Source: an optimization exercise on an open RTL-to-GDS flow (aim: small area). Production flows keep margins and buffers that such runs may drop. In this exercise RTL edits were held to simulation tests only and were not proved equivalent to the original. Power and IR drop assume default switching activity.

== job 7791 ==
## sdadc_engine
module sdadc_engine (
    input  wire        clk,
    input  wire        rst,           
    input  wire        tick_i,        
    input  wire        cmd_valid,
    input  wire [31:0] cmd_word,
    output wire        cmd_ready,
    output reg         rsp_valid,
    output wire [2:0]  rsp_status,
    output wire [31:0] rsp_value,
    output wire [3:0]  rsp_recn,
    input  wire        reg_wr_en,
    input  wire [2:0]  reg_wr_addr,
    input  wire [31:0] reg_wr_data,
    input  wire [3:0]  reg_rd_addr,
    output reg  [31:0] reg_rd_data,
    input  wire        pin_grant,
    output wire        sclk_o,
    output wire        sclk_oe,
    output wire        din_o,
    output wire        din_oe,
    output wire        dout_o,
    output wire        dout_oe,
    input  wire        dout_i
);
    localparam [2:0] ST_OK      = 3'd0;
    localparam [2:0] ST_TIMEOUT = 3'd1;
    localparam [2:0] ST_INVALID = 3'd2;
    localparam [2:0] ST_BUSY    = 3'd3;
    localparam [2:0] ST_NORES   = 3'd4;
    localparam [3:0] P_IDLE    = 4'd0;
    localparam [3:0] P_CHECK   = 4'd1;
    localparam [3:0] P_WAIT    = 4'd2;
    localparam [3:0] P_DATA    = 4'd3;
    localparam [3:0] P_TRAIL   = 4'd4;
    localparam [3:0] P_RECOVER = 4'd5;
    localparam [3:0] P_ENTER   = 4'd6;
    localparam [3:0] P_CMD     = 4'd7;
    localparam [3:0] P_PAYLOAD = 4'd8;
    localparam [3:0] P_TURN    = 4'd9;
    localparam [3:0] P_RDATA   = 4'd10;
    localparam [3:0] P_EXIT    = 4'd11;
    localparam [3:0] P_PRIM    = 4'd12;    
    localparam [3:0] P_AD      = 4'd13;    
    localparam [2:0] S_DIROUT = 3'd0;
    localparam [2:0] S_DAT    = 3'd1;
    localparam [2:0] S_RISE   = 3'd2;
    localparam [2:0] S_HIGH   = 3'd3;
    localparam [2:0] S_DIRIN  = 3'd4;
    localparam [2:0] S_TEST   = 3'd5;
    localparam [2:0] S_FALL   = 3'd6;
  ...
==> flow/config.mk <==
export PLATFORM = sky130hd
export DESIGN_NAME = sdadc_engine
export DESIGN_NICKNAME = sdadc_engine
export VERILOG_FILES = /design/flow/design.v
export SDC_FILE = /design/flow/constraint.sdc
export NUM_CORES = 4
export LEC_CHECK = 0
export CAP_MARGIN = 20
export CORE_MARGIN = 2
export CORE_UTILIZATION = 40
export SLEW_MARGIN = 20
==> flow/constraint.sdc <==
create_clock -name core_clock -period 10.0 [get_ports {clk}]
set_input_delay 2.0000 -clock core_clock [delete_from_list [all_inputs] [get_ports {clk}]]
set_output_delay 2.0000 -clock core_clock [all_outputs]
set_load 0.01 [all_outputs]
run.sh (not shown) runs the stock make flow with config.mk's settings and CLKGATE_MAP_FILE= SYNTH_SCRIPT=/design/flow/synth_recipe.tcl, a recipe that flattens the netlist after the stock synthesis.
Here is what was changed in the inputs of job 2487 compared with job 7791.
- setting CTS_BUF_LIST to sky130_fd_sc_hd__clkbuf_8 for the first time
- setting CTS_CLUSTER_SIZE to 16 for the first time
- setting CTS_CLUSTER_DIAMETER to 60 for the first time
==> flow/flow/run.sh (new file) <==
#!/bin/bash
# Layout flow: the standard flow (standard.sh) with three changes
#  - synthesis maps the logic with an area-oriented ABC script (amap) instead
#    of ORFS's delay-oriented one; the Yosys steps, and so the registers, are
#    the standard synthesis's;
#  - every port still gets a buffer, but a buf_1 instead of the default pick;
#  - the clock tree settings come from config.mk as usual.
set -uo pipefail
here=$(pwd)

# a copy of ORFS's scripts whose only change is the ABC script
rm -rf "$here/scripts_area"
cp -r "$FLOW_HOME/scripts" "$here/scripts_area"
cp "$here/flow/abc_area_map.script" "$here/scripts_area/abc_speed.script"

bash standard.sh SCRIPTS_DIR="$here/scripts_area" synth > "$here/synth.log" 2>&1 || exit 1

export BUFFER_PORTS_ARGS="-buffer_cell sky130_fd_sc_hd__buf_1"
bash standard.sh > "$here/layout.log" 2>&1
==> flow/flow/abc_area_map.script (new file) <==
strash
dch
amap
topo
stime -c
==> flow/standard.sh (new file) <==
#!/bin/bash
# synth_recipe.tcl (not shown) runs the flow's synth.tcl, then flattens the netlist and writes it again
# the make line also repeats each setting of config.mk as NAME=value (left out here)
make -C /OpenROAD-flow-scripts/flow DESIGN_CONFIG=/design/flow/config.mk WORK_HOME=/design/flow/orfs CLKGATE_MAP_FILE= SYNTH_SCRIPT=/design/flow/synth_recipe.tcl "${@:-finish}"
removed: flow/run.sh
Results
- Portion of the layout cell area used by non-clock buffers, job 2487 and job 7791: larger value in job 7791
- Job 2487 reports its largest family of logic cells by synthesized area as compound AO/OA/AOI/OAI gates while job 7791 reports simple AND/OR/NAND/NOR gates.
- In the metrics for job 2487 and job 7791, the one carrying the lower routed length on met2 is job 2487.
- Clock power: lower on job 2487
- Compared with job 7791, job 2487 shows a higher critical path depth.

Another version of the RTL of sdadc_engine (not shown whole).
For scale: roughly 2000 cells after synthesis, about 480 flip-flops, roughly 160 I/O pins.
clock: 10.0 ns
lec_check: 0
cap_margin: 20
core_margin: 2
core_utilization: 40
slew_margin: 20
synth_hierarchical: 1
synth_minimum_keep_size: 0
standard.sh (not shown) runs the stock make flow with config.mk's settings and CLKGATE_MAP_FILE= SYNTH_SCRIPT=/design/flow/synth_recipe.tcl, a recipe that flattens the netlist after the stock synthesis.
==> flow/flow/run.sh <==
#!/bin/bash
# Layout flow: the standard flow (standard.sh) with these changes
#  - synthesis maps the logic with an area-oriented ABC script (amap) instead
#    of ORFS's delay-oriented one; the Yosys steps, and so the registers, are
#    the standard synthesis's;
#  - every port still gets a buffer, but a buf_1 instead of the default pick;
#  - the clock tree is built from clkbuf_8 without dummy loads.
# Each make run's full output goes to its own log file here.
set -uo pipefail
here=$(pwd)

# a copy of ORFS's scripts whose only change is the ABC script
rm -rf "$here/scripts_area"
cp -r "$FLOW_HOME/scripts" "$here/scripts_area"
cp "$here/flow/abc_area_map.script" "$here/scripts_area/abc_speed.script"

bash standard.sh SCRIPTS_DIR="$here/scripts_area" synth > "$here/synth.log" 2>&1 || exit 1

export BUFFER_PORTS_ARGS="-buffer_cell sky130_fd_sc_hd__buf_1"
export CTS_ARGS="-sink_clustering_enable -repair_clock_nets -sink_clustering_size 16 -sink_clustering_max_diameter 60 -buf_list sky130_fd_sc_hd__clkbuf_8 -dont_use_dummy_load"
bash standard.sh > "$here/layout.log" 2>&1
==> flow/flow/abc_area_map.script <==
strash
dc2
dch
amap
strash
dch
amap
strash
dch
amap
topo
stime -c
Then changed:
--- a/flow/flow/run.sh
+++ b/flow/flow/run.sh
@@ -20 +20 @@
-export CTS_ARGS="-sink_clustering_enable -repair_clock_nets -sink_clustering_size 16 -sink_clustering_max_diameter 60 -buf_list sky130_fd_sc_hd__clkbuf_8 -dont_use_dummy_load"
+export CTS_ARGS="-sink_clustering_enable -repair_clock_nets -sink_clustering_size 28 -sink_clustering_max_diameter 70 -buf_list sky130_fd_sc_hd__clkbuf_16 -dont_use_dummy_load"
What happened: The new run finished clean. Hold slack stays flat. Cell area went up by 0.71%. Setup slack improves by 0.098 ns. Via count hardly moves. Synthesized cell count is unchanged. Count of clock-buffer cells in the layout falls by 13. Sequential cell count stays the same. Synthesized area stays the same.

## static timing again, ports no longer ideal
The flow's constraints put no driver on any port. The routed layouts listed below were extracted and timed again, unchanged, in two steps. Step 1, drivers: a clkbuf_16 drives clk and a buf_2 each remaining input, both assumed. Step 2, shift: input delay + t, output delay - t, t = (earliest + latest rising clock arrival at the registers) / 2. This alone moves slack from input paths to output paths. Slacks: ideal / step 1 / step 2; pairs: ideal / step 1.
| run | shift t [ns] | setup slack, ns | hold WS [ns] | worst setup path at the end |
|---|---|---|---|---|
| job 7791 | 0.665 | 2.679 / 2.653 / 2.653 | 0.423 / 0.423 / 0.423 | input to output |
| job 2487 | 0.702 | 2.806 / 2.781 / 2.781 | 0.431 / 0.431 / 0.431 | input to output |
| the first run of note 2 | 0.685 | 3.672 / 3.639 / 3.510 | 0.478 / 0.478 / 0.478 | input to register |
| the second run of note 2 | 0.659 | 3.770 / 3.736 / 3.557 | 0.479 / 0.479 / 0.479 | input to register |
After both steps every run listed still meets setup and hold. The setup slack of the second run of note 2, which loses most, moves by -0.034 ns with the drivers and by -0.213 ns with both steps.
